From an optimization exercise on the open Yosys and OpenROAD flow, aimed at small area, a short achievable clock period and few clock cycles per item; shortcuts taken in it are not production practice. Function was checked by simulation only, so behaviour that the tests miss may differ from the original. Power figures rest on the tool's default switching activity, not on a simulated workload.

### run.sh
#!/bin/bash
# synth_recipe.tcl (not shown) runs the flow's synth.tcl, then flattens the netlist and writes it again
# the make line also repeats each setting of config.mk as NAME=value (left out here)
make -C /OpenROAD-flow-scripts/flow DESIGN_CONFIG=/design/flow/config.mk WORK_HOME=/design/flow/orfs CLKGATE_MAP_FILE= SYNTH_SCRIPT=/design/flow/synth_recipe.tcl finish
### config.mk
export PLATFORM = sky130hd
export DESIGN_NAME = acq_core
export DESIGN_NICKNAME = acq_core
export VERILOG_FILES = /design/flow/design.v
export SDC_FILE = /design/flow/constraint.sdc
export NUM_CORES = 4
export LEC_CHECK = 0
export CAP_MARGIN = 20
export CORE_MARGIN = 2
export CORE_UTILIZATION = 40
export SLEW_MARGIN = 20
### constraint.sdc
create_clock -name core_clock -period 15.0 [get_ports {clk}]
set_input_delay 3.0000 -clock core_clock [delete_from_list [all_inputs] [get_ports {clk}]]
set_output_delay 3.0000 -clock core_clock [all_outputs]
set_load 0.01 [all_outputs]
### design.v
module acq_core (
    input             clk,
    input             rst,           
    input             cmd_valid,
    output            cmd_ready,
    input      [31:0] cmd_data,
    output reg        done,
    output reg        rpt_valid,
    output     [15:0] rpt_loc,
    output     [3:0]  rpt_kind,
    output     [15:0] rpt_extra,
    output reg [3:0]  res_kind,
    output     [15:0] res_loc,
    output     [15:0] res_extra,
    output reg [7:0]  res_value,
    output     [71:0] buf_bytes,
    output reg        td_c_sign,
    output reg [7:0]  td_c_whole,
    output reg [3:0]  td_c_frac,
    output reg        td_f_sign,
    output reg [7:0]  td_f_whole,
    output reg [3:0]  td_f_frac,
    output reg        log_verbose
);
    localparam [7:0] OP_BUF_LOAD     = 8'h01;
    localparam [7:0] OP_CRC_COMPUTE  = 8'h02;
    localparam [7:0] OP_CRC_VALIDATE = 8'h03;
    localparam [7:0] OP_SET_LOGGING  = 8'h04;
    localparam [7:0] OP_TD_DECODE    = 8'h20;
    localparam [7:0] OP_TD_C_TO_F    = 8'h21;
    localparam [3:0] K_NONE         = 4'd0;
    localparam [3:0] K_CHECKSUM     = 4'd7;
    localparam [3:0] K_RES_MISMATCH = 4'd8;
    localparam [3:0] K_SP_CORRUPT   = 4'd9;
    localparam [3:0] K_ILLEGAL      = 4'd11;
    localparam [1:0] S_IDLE = 2'd0;      
    localparam [1:0] S_REC2 = 2'd1;      
    localparam [1:0] S_CRCW = 2'd2;      
    localparam [1:0] S_FAHR = 2'd3;      
    reg [1:0]  state;
    reg [71:0] buf_r;
    wire [7:0] bufr [0:8];
    reg [7:0]  c_op;
    reg [6:0]  c_a;
    reg [15:0] c_lo;
    reg        c_trace;       
    genvar gi;
    generate
        for (gi = 0; gi < 9; gi = gi + 1) begin : g_buf
            assign bufr[gi] = buf_r[8*gi +: 8];
        end
    endgenerate
    assign buf_bytes = buf_r;
    assign cmd_ready = (state == S_IDLE);
    wire accept = cmd_valid && (state == S_IDLE);
    function [7:0] crc8_byte(input [7:0] crc_in, input [7:0] b);
        integer i;
        reg [7:0] r;
        begin
            r = crc_in;
            for (i = 0; i < 8; i = i + 1) begin
                if (r[0] ^ b[i])
                    r = (r >> 1) ^ 8'h8C;
                else
                    r = r >> 1;
            end
            crc8_byte = r;
        end
    endfunction
    function [7:0] res_cfg(input [1:0] r);
        res_cfg = {1'b0, r, 5'h1F};
    endfunction
    function [3:0] res_mask(input [1:0] r);
        res_mask = {1'b1, r != 2'd0, r[1], r == 2'd3};
    endfunction
    function [3:0] pos_frac(input [3:0] i);
        case (i)
            4'd0: pos_frac = 4'd0;   4'd1: pos_frac = 4'd1;
            4'd2: pos_frac = 4'd1;   4'd3: pos_frac = 4'd2;
            4'd4: pos_frac = 4'd3;   4'd5: pos_frac = 4'd3;
            4'd6: pos_frac = 4'd4;   4'd7: pos_frac = 4'd4;
            4'd8: pos_frac = 4'd5;   4'd9: pos_frac = 4'd6;
            4'd10: pos_frac = 4'd6;  4'd11: pos_frac = 4'd7;
            4'd12: pos_frac = 4'd8;  4'd13: pos_frac = 4'd8;
            4'd14: pos_frac = 4'd9;  default: pos_frac = 4'd9;
        endcase
    endfunction
    function [3:0] neg_frac(input [3:0] i);
        case (i)
            4'd0: neg_frac = 4'd9;   4'd1: neg_frac = 4'd9;
            4'd2: neg_frac = 4'd8;   4'd3: neg_frac = 4'd7;
            4'd4: neg_frac = 4'd7;   4'd5: neg_frac = 4'd6;
            4'd6: neg_frac = 4'd6;   4'd7: neg_frac = 4'd5;
            4'd8: neg_frac = 4'd4;   4'd9: neg_frac = 4'd4;
            4'd10: neg_frac = 4'd3;  4'd11: neg_frac = 4'd3;
            4'd12: neg_frac = 4'd2;  4'd13: neg_frac = 4'd1;
            4'd14: neg_frac = 4'd1;  default: neg_frac = 4'd0;
        endcase
    endfunction
    function [7:0] div5(input [6:0] w);
        case (w)
            7'd0: div5 = {5'd0, 3'd0};
            7'd1: div5 = {5'd0, 3'd1};
            7'd2: div5 = {5'd0, 3'd2};
            7'd3: div5 = {5'd0, 3'd3};
            7'd4: div5 = {5'd0, 3'd4};
            7'd5: div5 = {5'd1, 3'd0};
            7'd6: div5 = {5'd1, 3'd1};
            7'd7: div5 = {5'd1, 3'd2};
            7'd8: div5 = {5'd1, 3'd3};
            7'd9: div5 = {5'd1, 3'd4};
            7'd10: div5 = {5'd2, 3'd0};
            7'd11: div5 = {5'd2, 3'd1};
            7'd12: div5 = {5'd2, 3'd2};
            7'd13: div5 = {5'd2, 3'd3};
            7'd14: div5 = {5'd2, 3'd4};
            7'd15: div5 = {5'd3, 3'd0};
            7'd16: div5 = {5'd3, 3'd1};
            7'd17: div5 = {5'd3, 3'd2};
            7'd18: div5 = {5'd3, 3'd3};
            7'd19: div5 = {5'd3, 3'd4};
            7'd20: div5 = {5'd4, 3'd0};
            7'd21: div5 = {5'd4, 3'd1};
            7'd22: div5 = {5'd4, 3'd2};
            7'd23: div5 = {5'd4, 3'd3};
            7'd24: div5 = {5'd4, 3'd4};
            7'd25: div5 = {5'd5, 3'd0};
            7'd26: div5 = {5'd5, 3'd1};
            7'd27: div5 = {5'd5, 3'd2};
            7'd28: div5 = {5'd5, 3'd3};
            7'd29: div5 = {5'd5, 3'd4};
            7'd30: div5 = {5'd6, 3'd0};
            7'd31: div5 = {5'd6, 3'd1};
            7'd32: div5 = {5'd6, 3'd2};
            7'd33: div5 = {5'd6, 3'd3};
            7'd34: div5 = {5'd6, 3'd4};
            7'd35: div5 = {5'd7, 3'd0};
            7'd36: div5 = {5'd7, 3'd1};
            7'd37: div5 = {5'd7, 3'd2};
            7'd38: div5 = {5'd7, 3'd3};
            7'd39: div5 = {5'd7, 3'd4};
            7'd40: div5 = {5'd8, 3'd0};
            7'd41: div5 = {5'd8, 3'd1};
            7'd42: div5 = {5'd8, 3'd2};
            7'd43: div5 = {5'd8, 3'd3};
            7'd44: div5 = {5'd8, 3'd4};
            7'd45: div5 = {5'd9, 3'd0};
            7'd46: div5 = {5'd9, 3'd1};
            7'd47: div5 = {5'd9, 3'd2};
            7'd48: div5 = {5'd9, 3'd3};
            7'd49: div5 = {5'd9, 3'd4};
            7'd50: div5 = {5'd10, 3'd0};
            7'd51: div5 = {5'd10, 3'd1};
            7'd52: div5 = {5'd10, 3'd2};
            7'd53: div5 = {5'd10, 3'd3};
            7'd54: div5 = {5'd10, 3'd4};
            7'd55: div5 = {5'd11, 3'd0};
            7'd56: div5 = {5'd11, 3'd1};
            7'd57: div5 = {5'd11, 3'd2};
            7'd58: div5 = {5'd11, 3'd3};
            7'd59: div5 = {5'd11, 3'd4};
            7'd60: div5 = {5'd12, 3'd0};
            7'd61: div5 = {5'd12, 3'd1};
            7'd62: div5 = {5'd12, 3'd2};
            7'd63: div5 = {5'd12, 3'd3};
            7'd64: div5 = {5'd12, 3'd4};
            7'd65: div5 = {5'd13, 3'd0};
            7'd66: div5 = {5'd13, 3'd1};
            7'd67: div5 = {5'd13, 3'd2};
            7'd68: div5 = {5'd13, 3'd3};
            7'd69: div5 = {5'd13, 3'd4};
            7'd70: div5 = {5'd14, 3'd0};
            7'd71: div5 = {5'd14, 3'd1};
            7'd72: div5 = {5'd14, 3'd2};
            7'd73: div5 = {5'd14, 3'd3};
            7'd74: div5 = {5'd14, 3'd4};
            7'd75: div5 = {5'd15, 3'd0};
            7'd76: div5 = {5'd15, 3'd1};
            7'd77: div5 = {5'd15, 3'd2};
            7'd78: div5 = {5'd15, 3'd3};
            7'd79: div5 = {5'd15, 3'd4};
            7'd80: div5 = {5'd16, 3'd0};
            7'd81: div5 = {5'd16, 3'd1};
            7'd82: div5 = {5'd16, 3'd2};
            7'd83: div5 = {5'd16, 3'd3};
            7'd84: div5 = {5'd16, 3'd4};
            7'd85: div5 = {5'd17, 3'd0};
            7'd86: div5 = {5'd17, 3'd1};
            7'd87: div5 = {5'd17, 3'd2};
            7'd88: div5 = {5'd17, 3'd3};
            7'd89: div5 = {5'd17, 3'd4};
            7'd90: div5 = {5'd18, 3'd0};
            7'd91: div5 = {5'd18, 3'd1};
            7'd92: div5 = {5'd18, 3'd2};
            7'd93: div5 = {5'd18, 3'd3};
            7'd94: div5 = {5'd18, 3'd4};
            7'd95: div5 = {5'd19, 3'd0};
            7'd96: div5 = {5'd19, 3'd1};
            7'd97: div5 = {5'd19, 3'd2};
            7'd98: div5 = {5'd19, 3'd3};
            7'd99: div5 = {5'd19, 3'd4};
            7'd100: div5 = {5'd20, 3'd0};
            7'd101: div5 = {5'd20, 3'd1};
            7'd102: div5 = {5'd20, 3'd2};
            7'd103: div5 = {5'd20, 3'd3};
            7'd104: div5 = {5'd20, 3'd4};
            7'd105: div5 = {5'd21, 3'd0};
            7'd106: div5 = {5'd21, 3'd1};
            7'd107: div5 = {5'd21, 3'd2};
            7'd108: div5 = {5'd21, 3'd3};
            7'd109: div5 = {5'd21, 3'd4};
            7'd110: div5 = {5'd22, 3'd0};
            7'd111: div5 = {5'd22, 3'd1};
            7'd112: div5 = {5'd22, 3'd2};
            7'd113: div5 = {5'd22, 3'd3};
            7'd114: div5 = {5'd22, 3'd4};
            7'd115: div5 = {5'd23, 3'd0};
            7'd116: div5 = {5'd23, 3'd1};
            7'd117: div5 = {5'd23, 3'd2};
            7'd118: div5 = {5'd23, 3'd3};
            7'd119: div5 = {5'd23, 3'd4};
            7'd120: div5 = {5'd24, 3'd0};
            7'd121: div5 = {5'd24, 3'd1};
            7'd122: div5 = {5'd24, 3'd2};
            7'd123: div5 = {5'd24, 3'd3};
            7'd124: div5 = {5'd24, 3'd4};
            7'd125: div5 = {5'd25, 3'd0};
            7'd126: div5 = {5'd25, 3'd1};
            7'd127: div5 = {5'd25, 3'd2};
            default: div5 = 8'd0;
        endcase
    endfunction
    function [6:0] dm10(input [2:0] b, input [3:0] f);
        case ({b, f})
            7'd0: dm10 = {3'd0, 4'd0};
            7'd1: dm10 = {3'd0, 4'd1};
            7'd2: dm10 = {3'd0, 4'd3};
            7'd3: dm10 = {3'd0, 4'd5};
            7'd4: dm10 = {3'd0, 4'd7};
            7'd5: dm10 = {3'd0, 4'd9};
            7'd6: dm10 = {3'd1, 4'd0};
            7'd7: dm10 = {3'd1, 4'd2};
            7'd8: dm10 = {3'd1, 4'd4};
            7'd9: dm10 = {3'd1, 4'd6};
            7'd16: dm10 = {3'd0, 4'd8};
            7'd17: dm10 = {3'd0, 4'd9};
            7'd18: dm10 = {3'd1, 4'd1};
            7'd19: dm10 = {3'd1, 4'd3};
            7'd20: dm10 = {3'd1, 4'd5};
            7'd21: dm10 = {3'd1, 4'd7};
            7'd22: dm10 = {3'd1, 4'd8};
            7'd23: dm10 = {3'd2, 4'd0};
            7'd24: dm10 = {3'd2, 4'd2};
            7'd25: dm10 = {3'd2, 4'd4};
            7'd32: dm10 = {3'd1, 4'd6};
            7'd33: dm10 = {3'd1, 4'd7};
            7'd34: dm10 = {3'd1, 4'd9};
            7'd35: dm10 = {3'd2, 4'd1};
            7'd36: dm10 = {3'd2, 4'd3};
            7'd37: dm10 = {3'd2, 4'd5};
            7'd38: dm10 = {3'd2, 4'd6};
            7'd39: dm10 = {3'd2, 4'd8};
            7'd40: dm10 = {3'd3, 4'd0};
            7'd41: dm10 = {3'd3, 4'd2};
            7'd48: dm10 = {3'd2, 4'd4};
            7'd49: dm10 = {3'd2, 4'd5};
            7'd50: dm10 = {3'd2, 4'd7};
            7'd51: dm10 = {3'd2, 4'd9};
            7'd52: dm10 = {3'd3, 4'd1};
            7'd53: dm10 = {3'd3, 4'd3};
            7'd54: dm10 = {3'd3, 4'd4};
            7'd55: dm10 = {3'd3, 4'd6};
            7'd56: dm10 = {3'd3, 4'd8};
            7'd57: dm10 = {3'd4, 4'd0};
            7'd64: dm10 = {3'd3, 4'd2};
            7'd65: dm10 = {3'd3, 4'd3};
            7'd66: dm10 = {3'd3, 4'd5};
            7'd67: dm10 = {3'd3, 4'd7};
            7'd68: dm10 = {3'd3, 4'd9};
            7'd69: dm10 = {3'd4, 4'd1};
            7'd70: dm10 = {3'd4, 4'd2};
            7'd71: dm10 = {3'd4, 4'd4};
            7'd72: dm10 = {3'd4, 4'd6};
            7'd73: dm10 = {3'd4, 4'd8};
            default: dm10 = 7'd0;
        endcase
    endfunction
    wire [7:0] i_op = cmd_data[31:24];
    wire [7:0] i_a  = cmd_data[23:16];
    wire [7:0] i_b  = cmd_data[15:8];
    wire       i_g  = cmd_data[0];
    wire       i_z0 = (cmd_data[7:1] == 7'd0);
    wire       i_b0 = (i_b == 8'd0);
    wire is_load = (i_op == OP_BUF_LOAD);
    wire is_crcc = (i_op == OP_CRC_COMPUTE);
    wire is_crcv = (i_op == OP_CRC_VALIDATE);
    wire is_slog = (i_op == OP_SET_LOGGING);
    wire is_tdd  = (i_op == OP_TD_DECODE);
    wire is_c2f  = (i_op == OP_TD_C_TO_F);
    wire ok_load = is_load && i_z0 && !i_g && (i_a <= 8'd8);
    wire ok_crcc = is_crcc && i_z0 && !i_g && i_b0 && (i_a >= 8'd1) && (i_a <= 8'd9);
    wire ok_crcv = is_crcv && i_z0 && !i_g && i_b0 && ((i_a == 8'd7) || (i_a == 8'd8));
    wire ok_slog = is_slog && i_z0 && !i_g && i_b0 && (i_a <= 8'd1);
    wire ok_tdd  = is_tdd  && i_z0 && !i_g && i_b0 && (i_a <= 8'd3);
    wire ok_c2f  = is_c2f  && i_z0 && !i_a[7] && (i_b <= 8'd9);
    wire ok_crc  = ok_crcc || ok_crcv;
    wire legal   = ok_load || ok_crc || ok_slog || ok_tdd || ok_c2f;
    reg [7:0] crc_run;
    reg [3:0] eng_pos;
    reg  [7:0] eng_byte;
    always @(*) begin
        case (eng_pos)
            4'd0: eng_byte = bufr[0];
            4'd1: eng_byte = bufr[1];
            4'd2: eng_byte = bufr[2];
            4'd3: eng_byte = bufr[3];
            4'd4: eng_byte = bufr[4];
            4'd5: eng_byte = bufr[5];
            4'd6: eng_byte = bufr[6];
            4'd7: eng_byte = bufr[7];
            default: eng_byte = bufr[8];
        endcase
    end
    wire [7:0] crc_step = crc8_byte(crc_run & {8{eng_pos != 4'd0}}, eng_byte);
    wire wr_buf = accept && ok_load;
    wire crc_now = (eng_pos == i_a[3:0]);
    wire eng_restart = (wr_buf && (i_a[3:0] <= eng_pos)) ||
                       (accept && ok_crc && (eng_pos > i_a[3:0]));
    wire [7:0] cmp_byte_i = i_a[3] ? bufr[8] : bufr[7];
    wire [7:0] cmp_byte_c = c_a[3] ? bufr[8] : bufr[7];
    wire [1:0] dec_r     = i_a[1:0];
    wire       cfg_bad   = (bufr[4] != res_cfg(dec_r));
    wire       sp_bad    = (bufr[5] != 8'hFF) || (bufr[7] != 8'h10);
    wire [3:0] dec_fi    = bufr[0][3:0] & res_mask(dec_r);
    wire [7:0] dec_w     = {bufr[1][3:0], bufr[0][7:4]};
    wire       dec_sign  = dec_w[7];
    wire [7:0] dec_whole = dec_sign ? ~dec_w : dec_w;
    wire [3:0] dec_frac  = dec_sign ? neg_frac(dec_fi) : pos_frac(dec_fi);
    wire       fc_c2f  = c_op[0];    
    wire       fs      = fc_c2f ? c_lo[0]     : td_c_sign;
    wire [6:0] fw      = fc_c2f ? c_a         : td_c_whole[6:0];
    wire [3:0] ff      = fc_c2f ? c_lo[11:8]  : td_c_frac;
    wire [7:0] f_ab    = div5(fw);
    wire [4:0] f_a     = f_ab[7:3];
    wire [2:0] f_b     = f_ab[2:0];
    wire [6:0] f_yr    = dm10(f_b, ff);
    wire [3:0] f_r     = f_yr[3:0];
    wire [7:0] f_p     = {f_a, 3'b000} + f_a + f_b + f_yr[6:4];
    wire       f_e     = (ff != 4'd0) && (ff != 4'd5);    
    wire [7:0] f_sub   = f_p - 8'd32;
    wire       f_big   = (f_p >= 8'd32);
    wire       f_re    = (f_r != 4'd0) || f_e;
    wire       f_neg   = fs && f_big;
    wire [7:0] f_whole = !fs ? f_p + 8'd32 : f_big ? f_sub : f_re ? ~f_sub : -f_sub;
    wire [3:0] f_tenth = (!fs || f_big) ? f_r : f_re ? 4'd10 - f_r - f_e : 4'd0;
    wire k_ill = res_kind[3] & res_kind[1];             
    wire k_crc = res_kind[2];                           
    wire k_cfg = res_kind[3] & !res_kind[1] & !res_kind[0];   
    wire k_sp  = res_kind[3] & !res_kind[1] & res_kind[0];    
    assign res_loc = k_ill ? {8'hFF, c_op} :
                     k_crc ? 16'h0301 :
                     k_cfg ? 16'h2001 :
                     k_sp  ? 16'h2002 : 16'h0000;
    assign res_extra = k_ill ? c_lo :
                       k_crc ? {res_value, cmp_byte_c} :
                       k_cfg ? {bufr[4], res_cfg(c_a[1:0])} :
                       k_sp  ? {bufr[5], bufr[7]} : 16'h0000;
    assign rpt_loc   = c_trace ? {c_op, 8'h00} : res_loc;
    assign rpt_kind  = c_trace ? K_NONE : res_kind;
    assign rpt_extra = c_trace ? c_lo : res_extra;
    integer k;
    always @(posedge clk) begin
        if (rst) begin
            state       <= S_IDLE;
            done        <= 1'b0;
            rpt_valid   <= 1'b0;
            res_kind    <= 4'd0;
            res_value   <= 8'd0;
            buf_r       <= 72'd0;
            td_c_sign   <= 1'b0;
            td_c_whole  <= 8'd0;
            td_c_frac   <= 4'd0;
            td_f_sign   <= 1'b0;
            td_f_whole  <= 8'd0;
            td_f_frac   <= 4'd0;
            log_verbose <= 1'b0;
            eng_pos     <= 4'd0;
        end else begin
            done      <= 1'b0;
            rpt_valid <= 1'b0;
            if (eng_restart) begin
                eng_pos <= 4'd0;
            end else if (eng_pos != 4'd9) begin
                crc_run <= crc_step;
                eng_pos <= eng_pos + 4'd1;
            end
            case (state)
                S_IDLE: begin
                    if (cmd_valid) begin
                        c_op <= i_op;
                        c_a  <= i_a[6:0];
                        c_lo <= cmd_data[15:0];
                        if (!legal) begin
                            res_kind  <= K_ILLEGAL;
                            rpt_valid <= 1'b1;
                            c_trace   <= 1'b0;
                            done      <= 1'b1;
                        end else begin
                            rpt_valid <= log_verbose;
                            c_trace   <= 1'b1;
                            res_kind  <= K_NONE;
                            if (ok_load) begin
                                for (k = 0; k < 9; k = k + 1)
                                    if (i_a[3:0] == k)
                                        buf_r[8*k +: 8] <= i_b;
                                done <= 1'b1;
                            end
                            if (ok_slog) begin
                                log_verbose <= i_a[0];
                                done <= 1'b1;
                            end
                            if (ok_crc) begin
                                if (crc_now) begin
                                    res_value <= crc_run;
                                    if (ok_crcv && crc_run != cmp_byte_i) begin
                                        res_kind <= K_CHECKSUM;
                                        if (log_verbose) begin
                                            state <= S_REC2;
                                        end else begin
                                            rpt_valid <= 1'b1;
                                            c_trace   <= 1'b0;
                                            done      <= 1'b1;
                                        end
                                    end else begin
                                        done <= 1'b1;
                                    end
                                end else begin
                                    state <= S_CRCW;
                                end
                            end
                            if (ok_tdd) begin
                                if (cfg_bad || sp_bad) begin
                                    res_kind <= cfg_bad ? K_RES_MISMATCH : K_SP_CORRUPT;
                                    if (log_verbose) begin
                                        state <= S_REC2;
                                    end else begin
                                        rpt_valid <= 1'b1;
                                        c_trace   <= 1'b0;
                                        done      <= 1'b1;
                                    end
                                end else begin
                                    td_c_sign  <= dec_sign;
                                    td_c_whole <= dec_whole;
                                    td_c_frac  <= dec_frac;
                                    state      <= S_FAHR;
                                end
                            end
                            if (ok_c2f)
                                state <= S_FAHR;
                        end
                    end
                end
                S_REC2: begin
                    rpt_valid <= 1'b1;
                    c_trace   <= 1'b0;
                    done      <= 1'b1;
                    state     <= S_IDLE;
                end
                S_CRCW: begin
                    if (eng_pos == c_a[3:0]) begin
                        res_value <= crc_run;
                        if (c_op[0] && crc_run != cmp_byte_c) begin
                            res_kind  <= K_CHECKSUM;
                            rpt_valid <= 1'b1;
                            c_trace   <= 1'b0;
                        end
                        done  <= 1'b1;
                        state <= S_IDLE;
                    end
                end
                S_FAHR: begin
                    td_f_sign  <= f_neg;
                    td_f_whole <= f_whole;
                    td_f_frac  <= f_tenth;
                    done       <= 1'b1;
                    state      <= S_IDLE;
                end
            endcase
        end
    end
endmodule
==> impl_results.md <==
* Status: no timing/DRC/antenna violations
* Main flop type after synthesis: dfxtp_1
* Total Power at 1.26 mW
* Cell internal pwr at 825 µW
* Reg power frac at 39.8%
* H-tree levels at 4
* Fraction of registers with async set/reset at 0%
* DRT Pass-1 Iters at 6
* Initial Util at 40.5%
* CTS hold repair buffers at 0
* Tcrit/Tclk final at 48.0%
* PwrDens at 87.3 mW/mm²
* Area growth from synthesis to layout at 24.8%
* Setup_tns at 0 ps
* Post-synth EDFFs at 40
* Pre-CTS setup slack at 7710 ps
* Routability Congestion at 0.974
* Pin count of the biggest net entering global routing at 85
* Vias per cell at 5.95
* Clock latency (worst-skew pair) at 450 ps
* Core ar. at 0.0286 mm²
* Antenna-violating nets left at 0
* Max IR drop VDD at 0.0000674 V
* Clock share of power at 36.9%
* Setup-failing EPs final at 0
* Hold Path Class: reg -> reg
* Area of all placed cells without fillers at 0.0145 mm²
* Max_cap viols at 0
* WP data arrival at 7550 ps
* Mean Syn Cell Area at 8.34 µm²
* Total track usage at 27.4%
* Num CTS Buffers at 17
* Vias in the first global route at 11.0k
* Nets at 1609
* I/O pin count at 217
* Global-route wire length before repair at 64.9 mm
* Setup repair bufs after CTS at 0
* Final Hold Viols at 0
* Cell count after synthesis at 1391
* Crit Path Category: reg -> reg
* Max-slew violation count at 0
* Mapped cell area at 0.0116 mm²
* Final WS setup at 7810 ps
* Req. time, crit path at 15350 ps
* Combinational power share at 23.3%
* Initial antenna violation count at 2
* Yosys warning count at 1
* Skew final at 19.3 ps
* Drt drc at 0
* Dpl cell area at 0.0138 mm²
* Row cnt at 62
* Net Sw Frac at 34.7%
* CTS tree: done
* Worst-path clk slew at 70 ps
* Die X at 174 µm
* Worst Max-Slew Pin Slew at 1070 ps
* NetSw at 438 µW
* Commonest non-fill, non-tap cell in the layout: clkdlybuf4s50_1
* Fin util at 50.5%
* Seq/Total Area, Yosys at 30.7%
* Routed len/inst at 22.1 µm
* Routed vias at 11.5k
* Crit-path max FO at 15
* #FFs+latches synth at 158
* Post-synthesis net count at 1471
* CTS Sinks at 158
* CTS resizes at 0
* Slew headroom at 28.6%
* Count of cell types in the netlist at 79
* RSZ-0062 raised after global routing: false
* Total die area at 0.0304 mm²
* CTS max path bufs at 2
* Clk root buf: clkbuf_16
* Crit path time final at 7190 ps
* Leakage at 5.28 nW
* Number of port buffers at 215
* CP Capture Type: register
* Final wirelength at 42.6 mm
* DRT iter0 DRCs at 974
* Grt ovf at 0
* Commonest cells after routing, fill and taps aside: clkdlybuf4s50_1 (214), nor2_1 (187), dfxtp_1 (118)
* Startpoint types: register
* Die height at 174 µm
* Dpl hpwl at 30.7 mm
* Fmax achieved at 139 MHz
* Share of cells above drive strength 1 at 6.87%
metal layers:
| metal | vias up | global-route usage [%] | wire length (µm) |
|---|---|---|---|
| met3 | 77 | 3.81 | 3190 |
| met1 | 5536 | 38.3 | 19100 |
| met4 | 0 | 9.17 | 1260 |
| li1 | 5350 | - | - |
| met5 | - | 0 | 0 |
| met2 | 515 | 43.3 | 19100 |
critical path: stages (launching register included):
cell and delay [ps]:
edfxtp_1 550, mux2i_2 490, inv_1 270, ha_1 320, inv_1 210, mux2i_2 140
o221ai_2 220, a211oi_2 80, o21ai_0 230, nand2_1 400, a2111oi_0 580, o21ai_0 140
o21a_1 170, fa_1 440, inv_1 60, ha_1 160, inv_1 60, fa_1 400
inv_1 70, a21oi_1 60, o21bai_1 190, a21o_1 140, nand2_1 60, xor2_1 320
inv_1 110, or3_1 540, or4_1 450, a311oi_1 240
through the flow:
stage | hold WS, ps | instances
CTS | 480 | 1925
floorplan | 466 | 1391
global route | 523 | 1928
global placement | 465 | 1893
finish | 477 | 1928
detailed placement | 466 | 1893
power by group through the flow:
stage	logic, mW	registers (mW)	clock network (mW)
finish	0.295	0.502	0.466
global route	0.326	0.504	0.486
CTS	0.293	0.501	0.472
detailed placement	0.291	0.511	0
global placement	0.288	0.511	0
floorplan	0.217	0.492	0
cell usage after synthesis, drive strengths merged (13+ instances only):
master,number,area share (%)
xnor2,40,3.0
a21oi,79,3.4
mux2i,123,11
inv,45,1.5
a22oi,30,1.9
buf,41,2.1
edfxtp,40,10
xor2,26,2.0
nor3,31,1.3
o21ai,83,3.6
nand3,30,1.3
nand2,103,3.3
clkbuf,67,2.2
and3,13,0.70
dfxtp,118,20
ha,41,4.4
o211ai,19,1.2
nor2,188,6.1
mux2,35,3.5
a211oi,21,1.4
layout make-up:
| type | instances | area (µm²) |
|---|---|---|
| Antenna cell | 2 | 5.00 |
| Clock inverter | 15 | 204 |
| Clock buffer | 17 | 425 |
| Timing Repair Buffer | 227 | 2240 |
| Sequential cell | 158 | 3560 |
| Fill cell | 2743 | 14200 |
| Tap cell | 384 | 480 |
| Multi-Input combinational cell | 1080 | 7380 |
| Inverter | 45 | 169 |
cells by family (layout without fill, tap and decap cells):
kind of cell | after synthesis | in the layout | share of synthesized area, %
AND/OR/NAND/NOR | 453 | 453 | 18.1
adder cells (fa/ha/maj) | 45 | 45 | 5.11
AO/OA/AOI/OAI | 357 | 357 | 20.8
buffers and inverters | 153 | 304 | 5.77
other | 1 | 3 | 0.0323
flip-flops | 158 | 158 | 30.7
multiplexers | 158 | 158 | 14.5
XOR/XNOR | 66 | 66 | 4.99
path summary, 6_finish.rpt:
path | startpoint | to | slack (ps) | cells past startpoint
max | c_a[1] | td_f_frac[3] | 7810 | 27
min | td_f_frac[2] | td_f_frac[2] | 480 | 2
max reg2reg | c_a[1] | td_f_frac[3] | 7810 | 27
min reg2reg | td_f_frac[2] | td_f_frac[2] | 480 | 2
sequential cells by signal, summed over array words and instances (netlist names), 2 cells and up:
signal / cells
td_c_frac: 4
crc_run: 8
td_f_frac: 4
c_a: 7
res_kind: 4
td_c_whole: 7
c_op: 8
state: 2
res_value: 8
eng_pos: 4
buf_r: 72
c_lo: 16
td_f_whole: 8
Testbench counts, summed over its fixed seeds: cycles 4,873, commands 4,434.

re-timing with driven ports:
The results above use ideal ports. As a check the final layout listed here was re-extracted and re-timed, cells and wires unchanged.
Step 1 sets driving cells, clkbuf_16 on the clock port and buf_2 on the other inputs (assumed; they add their load-dependent delay and slew).
Step 2 moves the port delays by t, midway between the first and last clock arrival at a register: inputs arrive t later, outputs are due t later. That takes back most of the time a late clock gives input paths.
Slacks: ideal / step 1 / step 2; pairs: ideal / step 1.
shift t [ns]: 0.489
slack for setup (ns): 7.806 / 7.806 / 7.806
worst setup path after step 2: register to register
latest minus earliest clock arrival (ns): 0.019 / 0.020
worst slew at a driven data input, ns: 0.08
After both steps this run still meets setup and hold. For this run, drivers alone change the setup slack by 0.000 ns; drivers and shift together by 0.000 ns.
